Background: an optimization exercise with open tools, aiming at small area, a short achievable clock period and few clock cycles per item. Do not read the settings as production practice.
In this exercise RTL edits were held to simulation tests only and were not proved equivalent to the original.
Power and IR drop assume default switching activity.

==> design/flow/design.v <==
module fp64_mul_s1 (
    input  wire        sa,
    input  wire [11:0] ea,
    input  wire [51:0] fa,
    input  wire        sb,
    input  wire [11:0] eb,
    input  wire [51:0] fb,
    output wire        sy,
    output wire        zy,           
    output wire [13:0] ey,           
    output wire [55:0] q             
);
    wire [52:0] ma = {1'b1, fa};
    wire [52:0] mb = {1'b1, fb};
    assign sy = sa ^ sb;
    assign zy = (ea == 12'd0) | (eb == 12'd0);
    assign ey = {2'b00, ea} + {2'b00, eb} - 14'd1151;
    wire [55:0] be = {2'b00, mb, 1'b0};
    reg [105:0] rows [0:26];
    reg [105:0] negv;
    reg [105:0] cst;
    reg [53:0]  f;
    reg         one, two, neg;
    integer i, j;
    always @(*) begin
        negv = 106'd0;
        cst  = 106'd0;
        for (i = 0; i < 27; i = i + 1) begin
            one = be[2*i+1] ^ be[2*i];
            two = (be[2*i+2] & ~be[2*i+1] & ~be[2*i]) | (~be[2*i+2] & be[2*i+1] & be[2*i]);
            neg = be[2*i+2];
            for (j = 0; j < 54; j = j + 1)
                f[j] = ((one & (j < 53 ? ma[j] : 1'b0)) | (two & (j > 0 ? ma[j-1] : 1'b0))) ^ neg;
            rows[i] = {51'd0, ~neg, f} << (2*i);
            negv[2*i] = neg;
            cst = cst - (106'd1 << (54 + 2*i));
        end
    end
    wire [105:0] p = rows[0]+rows[1]+rows[2]+rows[3]+rows[4]+rows[5]+rows[6]+rows[7]+rows[8]
        +rows[9]+rows[10]+rows[11]+rows[12]+rows[13]+rows[14]+rows[15]+rows[16]+rows[17]
        +rows[18]+rows[19]+rows[20]+rows[21]+rows[22]+rows[23]+rows[24]+rows[25]+rows[26]
        +negv+cst;
    assign q = {p[105:51], |p[50:0]};
endmodule
module fp64_mul_s2 (
    input  wire        sy,
    input  wire        zy,
    input  wire [13:0] ey,
    input  wire [55:0] q,
    output wire        so,
    output wire [10:0] eo,
    output wire [52:0] mo
);
    wire        top = q[55];
    wire [54:0] n = top ? {q[55:2], q[1] | q[0]} : {q[54:1], q[0]};
    wire [13:0] e = ey + {13'd0, top};
    wire        sub = e[13] | (e == 14'd0);          
    wire [13:0] shw = 14'd1 - e;
    wire [5:0]  sh = !sub ? 6'd0 : (|shw[13:6]) ? 6'd63 : shw[5:0];
    wire [54:0] ns = n >> sh;
    reg  [54:0] msk;
    integer i;
    always @(*)
        for (i = 0; i < 55; i = i + 1)
            msk[i] = (i < sh);
    wire        lost = |(n & msk);
    wire [52:0] m  = ns[54:2];
    wire        g  = ns[1];
    wire        st = ns[0] | lost;
    wire        rnd = g & (st | m[0]);
    wire [53:0] mr = {1'b0, m} + {53'd0, rnd};
    wire [10:0] eb = sub ? 11'd1 : e[10:0];
    assign so = sy;
    assign eo = zy ? 11'd1 : eb + {10'd0, mr[53]};
    assign mo = zy ? 53'd0 : (mr[53] ? {1'b1, 52'd0} : mr[52:0]);
endmodule
module fp64_add (
    input  wire        sa,
    input  wire [10:0] ea,
    input  wire [52:0] ma,
    input  wire        sb,
    input  wire [10:0] eb,
    input  wire [52:0] mb,
    output wire        sy,
    output wire [10:0] ey,
    output wire [52:0] my
);
    wire        swap = {eb, mb} > {ea, ma};
    wire [11:0] dab = {1'b0, ea} - {1'b0, eb};
    wire [11:0] dba = {1'b0, eb} - {1'b0, ea};
    wire [10:0] d  = swap ? dba[10:0] : dab[10:0];
    wire        sx = swap ? sb : sa;
    wire [10:0] ex = swap ? eb : ea;
    wire [52:0] mx = swap ? mb : ma;
    wire [52:0] mz = swap ? ma : mb;
    wire        sub = sa ^ sb;
    wire [5:0]  dc = (|d[10:6]) ? 6'd63 : d[5:0];
    wire [55:0] zx = {mz, 3'b000};
    wire [55:0] zs = zx >> dc;
    reg  [55:0] msk;
    integer i;
    always @(*)
        for (i = 0; i < 56; i = i + 1)
            msk[i] = (i < dc);
    wire        lost = |(zx & msk);
    wire [55:0] ax = {mx, 3'b000};
    wire [55:0] az = {zs[55:1], zs[0] | lost};
    wire [56:0] s = sub ? ({1'b0, ax} - {1'b0, az}) : ({1'b0, ax} + {1'b0, az});
    reg [5:0] lz;
    always @(*) begin
        lz = 6'd56;
        for (i = 0; i < 56; i = i + 1)
            if (s[i]) lz = 6'd55 - i[5:0];
    end
    wire [10:0] em1 = ex - 11'd1;
    wire        lim = {5'd0, lz} > em1;
    wire [5:0]  lsh = lim ? em1[5:0] : lz;
    wire [55:0] nl = s[55:0] << lsh;
    wire [55:0] n  = s[56] ? {s[56:2], s[1] | s[0]} : nl;
    wire [10:0] en = s[56] ? ex + 11'd1 : ex - {5'd0, lsh};
    wire [52:0] m  = n[55:3];
    wire        g  = n[2];
    wire        st = n[1] | n[0];
    wire        rnd = g & (st | m[0]);
    wire [53:0] mr = {1'b0, m} + {53'd0, rnd};
    wire        zero = (s == 57'd0);
    assign sy = zero ? (sa & sb) : sx;
    assign ey = zero ? 11'd1 : en + {10'd0, mr[53]};
    assign my = mr[53] ? {1'b1, 52'd0} : mr[52:0];
endmodule
module fir_f64 (
    input  wire        clk,
    input  wire        rst,         
    input  wire        in_valid,
    output reg         in_ready,
    input  wire [1:0]  in_op,       
    input  wire [2:0]  in_idx,      
    input  wire [63:0] in_data,     
    output reg         out_valid,
    output reg  [63:0] out_y
);
    localparam OP_UPDATE = 2'd0;
    localparam OP_CLEAR  = 2'd1;
    localparam OP_LOAD   = 2'd2;
    localparam OP_SETN   = 2'd3;
    reg        cv;
    reg [1:0]  cop;
    reg [2:0]  cidx;
    reg [63:0] cdata;
    reg [2:0]  ph;                  
    reg        fetching;            
    reg [2:0]  nm1;                 
    wire accept   = in_valid & in_ready & ~rst;
    wire cons_upd = cv & (cop == OP_UPDATE) & (ph == 3'd7);
    wire cons_oth = cv & (cop != OP_UPDATE) & ~(fetching & (ph != 3'd7));
    wire cons     = cons_upd | cons_oth;
    wire       cv_n  = accept | (cv & ~cons);    
    wire [1:0] cop_n = accept ? in_op : cop;
    wire [2:0] ph_n  = ph + 3'd1;
    wire       fe_n  = (fetching & (ph != 3'd7)) | cons_upd;
    wire       rdy_n = ~cv_n | ((cop_n == OP_UPDATE) ? (ph_n == 3'd7) : ~(fe_n & (ph_n != 3'd7)));
    always @(posedge clk) begin
        if (rst) begin
            cv       <= 1'b0;
            in_ready <= 1'b1;
            ph       <= 3'd0;
            fetching <= 1'b0;
            nm1      <= 3'd0;
        end else begin
            cv       <= cv_n;
            in_ready <= rdy_n;
            ph       <= ph_n;
            fetching <= fe_n;
            if (cons_oth && cop == OP_SETN)
                nm1 <= cidx;
        end
        if (in_ready) begin
            cop   <= in_op;
            cidx  <= in_idx;
            cdata <= in_data;
        end
    end
    wire [64:0] xn;                 
    fp64_norm u_norm (.x(cdata), .y(xn));
    reg [64:0] tr [0:7];            
    reg [7:0]  tv;
    reg [64:0] br [0:7];            
    reg [7:0]  bv;
    wire       ld   = cons_oth & (cop == OP_LOAD);
    wire [2:0] tdst = cidx - ph - 3'd1;
    wire       clr  = rst | (cons_oth & ((cop == OP_CLEAR) | (cop == OP_SETN)));
    integer i;
    always @(posedge clk) begin
        for (i = 0; i < 8; i = i + 1) begin
            if (ld && tdst == i[2:0]) begin
                tr[i] <= xn;
                tv[i] <= ~rst;
            end else begin
                tr[i] <= tr[(i + 1) % 8];
                tv[i] <= tv[(i + 1) % 8] & ~rst;
            end
        end
        if (cons_upd) begin
            br[0] <= xn;
            bv[0] <= ~rst;
            for (i = 1; i < 8; i = i + 1)
                bv[i] <= bv[i] & ~rst;
        end else begin
            for (i = 0; i < 8; i = i + 1) begin
                br[i] <= br[(i + 1) % 8];
                bv[i] <= bv[(i + 1) % 8] & ~clr;
            end
        end
    end
    wire        use_k  = fetching & (ph <= nm1);
    wire        last_k = fetching & (ph == nm1);
    wire        ha = tv[0], hb = bv[0];
    wire        s1_s, s1_z;
    wire [13:0] s1_e;
    wire [55:0] s1_q;
    fp64_mul_s1 u_mul1 (
        .sa(tr[0][64] & ha), .ea(ha ? tr[0][63:52] : 12'd0), .fa(tr[0][51:0]),
        .sb(br[0][64] & hb), .eb(hb ? br[0][63:52] : 12'd0), .fb(br[0][51:0]),
        .sy(s1_s), .zy(s1_z), .ey(s1_e), .q(s1_q));
    reg         v1, l1, f1;
    reg         p1_s, p1_z;
    reg  [13:0] p1_e;
    reg  [55:0] p1_q;
    wire        s2_s;
    wire [10:0] s2_e;
    wire [52:0] s2_m;
    fp64_mul_s2 u_mul2 (.sy(p1_s), .zy(p1_z), .ey(p1_e), .q(p1_q),
                        .so(s2_s), .eo(s2_e), .mo(s2_m));
    reg         v2, l2, f2;
    reg         p2_s;
    reg  [10:0] p2_e;
    reg  [52:0] p2_m;
    reg         acc_s;
    reg  [10:0] acc_e;
    reg  [52:0] acc_m;
    wire        sum_s;
    wire [10:0] sum_e;
    wire [52:0] sum_m;
    fp64_add u_add (.sa(acc_s), .ea(acc_e), .ma(acc_m), .sb(p2_s), .eb(p2_e), .mb(p2_m),
                    .sy(sum_s), .ey(sum_e), .my(sum_m));
    reg         v3;
    always @(posedge clk) begin
        p1_s <= s1_s; p1_z <= s1_z; p1_e <= s1_e; p1_q <= s1_q;
        f1   <= (ph == 3'd0);
        p2_s <= s2_s; p2_e <= s2_e; p2_m <= s2_m;
        f2   <= f1;
        if (f2) begin
            acc_s <= p2_s; acc_e <= p2_e; acc_m <= p2_m;
        end else begin
            acc_s <= sum_s; acc_e <= sum_e; acc_m <= sum_m;
        end
        out_y <= {acc_s, acc_m[52] ? acc_e : 11'd0, acc_m[51:0]};
        if (rst) begin
            v1 <= 1'b0; l1 <= 1'b0;
            v2 <= 1'b0; l2 <= 1'b0;
            v3 <= 1'b0;
            out_valid <= 1'b0;
        end else begin
            v1 <= use_k; l1 <= last_k;
            v2 <= v1;    l2 <= l1;
            v3 <= v2 & l2;
            out_valid <= v3;
        end
    end
endmodule
module fp64_norm (
    input  wire [63:0] x,
    output wire [64:0] y
);
    wire [10:0] e = x[62:52];
    wire [51:0] f = x[51:0];
    reg  [5:0]  lz;
    integer i;
    always @(*) begin
        lz = 6'd52;
        for (i = 0; i < 52; i = i + 1)
            if (f[i]) lz = 6'd51 - i[5:0];
    end
    wire [51:0] fs = f << (lz + 6'd1);
    wire [11:0] eff = (e != 11'd0) ? {1'b0, e} + 12'd64 :
                      (f == 52'd0) ? 12'd0 : 12'd64 - {6'd0, lz};
    assign y = {x[63], eff, (e != 11'd0) ? f : fs};
endmodule
==> design/flow/run.sh <==
#!/bin/bash
# synth_recipe.tcl (not shown) runs the flow's synth.tcl, then flattens the netlist and writes it again
# the make line also repeats each setting of config.mk as NAME=value (left out here)
make -C /OpenROAD-flow-scripts/flow DESIGN_CONFIG=/design/flow/config.mk WORK_HOME=/design/flow/orfs CLKGATE_MAP_FILE= SYNTH_SCRIPT=/design/flow/synth_recipe.tcl finish
==> design/flow/config.mk <==
export PLATFORM = sky130hd
export DESIGN_NAME = fir_f64
export DESIGN_NICKNAME = fir_f64
export VERILOG_FILES = /design/flow/design.v
export SDC_FILE = /design/flow/constraint.sdc
export NUM_CORES = 4
export LEC_CHECK = 0
export ABC_AREA = 1
export CAP_MARGIN = 30
export CORE_MARGIN = 2
export CORE_UTILIZATION = 45
export PLACE_DENSITY = 0.6
export SLEW_MARGIN = 40
==> design/flow/constraint.sdc <==
create_clock -name core_clock -period 52.0 [get_ports {clk}]
set_input_delay 10.4000 -clock core_clock [delete_from_list [all_inputs] [get_ports {clk}]]
set_output_delay 10.4000 -clock core_clock [all_outputs]
set_load 0.01 [all_outputs]
==> impl_metrics.tcl <==
set metrics [dict create \
    num-nets-final 18618 \
    timing.final.crit_share_pct 37.7 \
    via_per_inst 5.99 \
    crit_required_ns 52.66 \
    dieWidth_um 556 \
    cts_hold_buffers 0 \
    yosys-top-cells-count "nand2_1, inv_1, xor2_1" \
    drive_above_1_share_pct 5.72 \
    finClkSkew_ns 0.0787 \
    syn_area_um2 137000 \
    hold_violations 0 \
    firstDrtPassIters 10 \
    syn_avg_cell_area_um2 8.01 \
    drt_iter0_markers 15919 \
    gp_congestion 1.04 \
    die_area_um2 309000 \
    totalWireLength_um 554000 \
    synthFlopType "dfxtp_1" \
    htreeDepth 4 \
    ys_ff_latch 1408 \
    gr-total-overflow 0 \
    slowest_delay_ns 0.72 \
    synthArstFlopShare_pct 0 \
    clock_latency_ns 0.84 \
    yosys.cell_types.count 91 \
    slowest_stage "nand3_4" \
    worst_slew_pin_slew_ns 0.983 \
    p_int_mw 3.52 \
    arrival_ns 20.26 \
    ys_seq_area_share_pct 24.4 \
    rows 202 \
    synth_area_leaders "fa_1, dfxtp_1, edfxtp_1" \
    ctsRootBufferMaster "clkbuf_16" \
    rsz0062_at_grt "no" \
    cts_resized 0 \
    crit_path_frequent_cell "nand2_1" \
    synth_top_area_cell "fa_1" \
    period_minus_slack_ns 19.60 \
    die_h_um 556 \
    area_growth_pct 6.82 \
    cts_buffers 150 \
    synth-warning-count 10 \
    io_pins 138 \
    p_seq_share_pct 17.6 \
    finalSetupViolations 0 \
    p_clk_share_pct 13.4 \
    antenna_found_initial 18 \
    clkSinkCount 1408 \
    routedWlPerCell_um 26.7 \
    grt_pass1_wl_um 811000 \
    syn-num-nets 19134 \
    drv_slew 0 \
    synth.most_common_cell "nand2_1" \
    vias 124150 \
    worstPathMaxFanout 133 \
    cts_tree "yes" \
    setup_tns_ns 0 \
    synth-edff-count 525 \
    cap_viol_max_count 0 \
    hpwl_um 403000 \
    fmax_mhz 51.0 \
    ant_nets 0 \
    p_comb_share_pct 69.0 \
    syn_inst 17133 \
    post_cts_buffers 0 \
    hold_class "flip-flop to flip-flop" \
    status "timing/DRC/antenna clean" \
    p_switching_mw 4.44 \
    p_per_area_nw_per_um2 54.3 \
    core_area_um2 303000 \
    grt_use_total_pct 35.2 \
    clk_pin_slew_ns 0.06 \
    power_mw 7.96 \
    swShare_pct 55.8 \
    grt_max_degree 179 \
    max_slew_margin_pct 33.8 \
    crit_path_end_kind "flip-flop" \
    critical_path.startpoint_type "flip-flop" \
    crit_type "flip-flop to flip-flop" \
    grt_pass1_vias 119599 \
    leakage_nw 69.2 \
    vdd_drop_max_v 0.0000518 \
    post-synth-top-area-fraction_pct 18.7 \
    initial_core_util_pct 45.3 \
    drc 0 \
    cts.path.max_buffers 4 \
    port_buffers 137 \
]
## metrics by stage
step	hold WS (ns)	setup WS [ns]	instances	utilization, %	area (µm²)
3_3_place_gp	0.313	32.65	20438	46.7	142000
5_1_grt	0.338	30.63	20712	48.4	147000
6_report	0.327	32.40	20720	48.4	147000
2_1_floorplan	0.310	37.41	17133	-	137000
3_5_place_dp	0.318	32.77	20439	46.7	142000
4_1_cts	0.331	32.65	20705	48.3	146000
## worst paths after layout
path	start	end	slack, ns	cells after the start
min	p1_s	p2_s	0.33	0
max	p2_e[0]	acc_e[10]	32.40	107
max reg2reg	p2_e[0]	acc_e[10]	32.40	107
min reg2reg	p1_s	p2_s	0.33	0
## cells in the final DEF, fill, tap and decap left out, types with 29 or more instances in the layout
cell type	instances
a31oi_1	63
nor3_1	81
buf_4	325
dfxtp_1	859
inv_1	2048
a21oi_1	455
clkbuf_16	154
nand4_1	90
edfxtp_1	525
o221ai_1	36
nand3_1	867
o21ai_2	30
inv_2	107
nor2_1	760
nor4_1	39
xor2_1	1549
o211ai_1	45
o21ai_1	111
ha_1	647
clkinv_2	29
o21ai_0	1087
fa_1	1281
o21a_1	31
o22ai_1	1379
nand2_1	3344
nand2_2	73
clkdlybuf4s50_1	137
clkbuf_1	35
xnor2_1	81
## power by group through the flow
stage	clock (mW)	combinational, mW	sequential [mW]
after CTS	1.08	5.33	1.40
after floorplan	0	3.49	1.39
after detailed placement	0	5.30	1.42
after global placement	0	5.33	1.42
after global routing	1.13	5.94	1.41
final	1.07	5.49	1.40
## per-layer routing
metal	GRT usage [%]	wire length, µm	up-vias
li1	-	-	55113
met1	46.0	219000	59312
met2	51.8	230000	7681
met3	9.81	64500	2024
met4	20.4	40300	20
met5	0.500	536	-
## cell families (layout without fill, tap and decap cells)
group	after synthesis	after routing	share of synthesized area, %
other cells	0	11	0
xor+xnor	1636	1636	10.5
buf+inv	3322	2920	9.60
flops	1408	1408	24.4
compound gates	3406	3406	14.4
simple gates	5408	5408	16.4
mux	24	24	0.175
fa+ha+maj	1929	1929	24.6
## flip-flops by register name (all words and copies together), names as in the netlist, 8 cells and up
signal,flops
br,520
acc_m,53
cdata,64
p2_m,53
p1_q,56
tr,520
p1_e,14
out_y,64
bv,8
p2_e,11
acc_e,11
tv,8
## layout make-up
type,instances,area [µm²]
Antenna cell,11,27.5
Sequential cell,1408,33500
Tap cell,3978,4980
Fill cell,29802,156000
Inverter,2179,8210
Clock buffer,210,4270
Multi-Input combinational cell,12403,91100
Timing Repair Buffer,475,4010
Clock inverter,56,543
## critical path, delay by kind of cell (launching register included)
kind,cells,cell delay [ns]
AOI/OAI and AO/OA,24,4.13
xor gates and xnor gates,3,0.50
adders and majority gates,5,1.38
buffers and inverters,17,2.62
DFF,1,0.38
and+or+nand+nor,58,10.30
Testbench counts, summed over its fixed seeds: cycles 13,088, items 1,600.

afterwards: timing with drivers on the ports:
The results above use ideal ports. As a check the final layout listed here was re-extracted and re-timed, cells and wires unchanged.
Step 1: set_driving_cell puts a clkbuf_16 on clk and a buf_2 on each other input, an assumption about the parent block.
Step 2 moves the port delays by t, midway between the first and last clock arrival at a register: inputs arrive t later, outputs are due t later. That takes back most of the time a late clock gives input paths.
a / b / c = no drivers / after step 1 / after step 2; a / b = the first two.
t, ns: 0.911
setup WS [ns]: 32.399 / 32.399 / 32.399
worst register clock-pin slew, ns: 0.07 / 0.07
After both steps this run still meets setup and hold. The setup slack of this run moves by 0.000 ns with the drivers and by 0.000 ns with both steps.
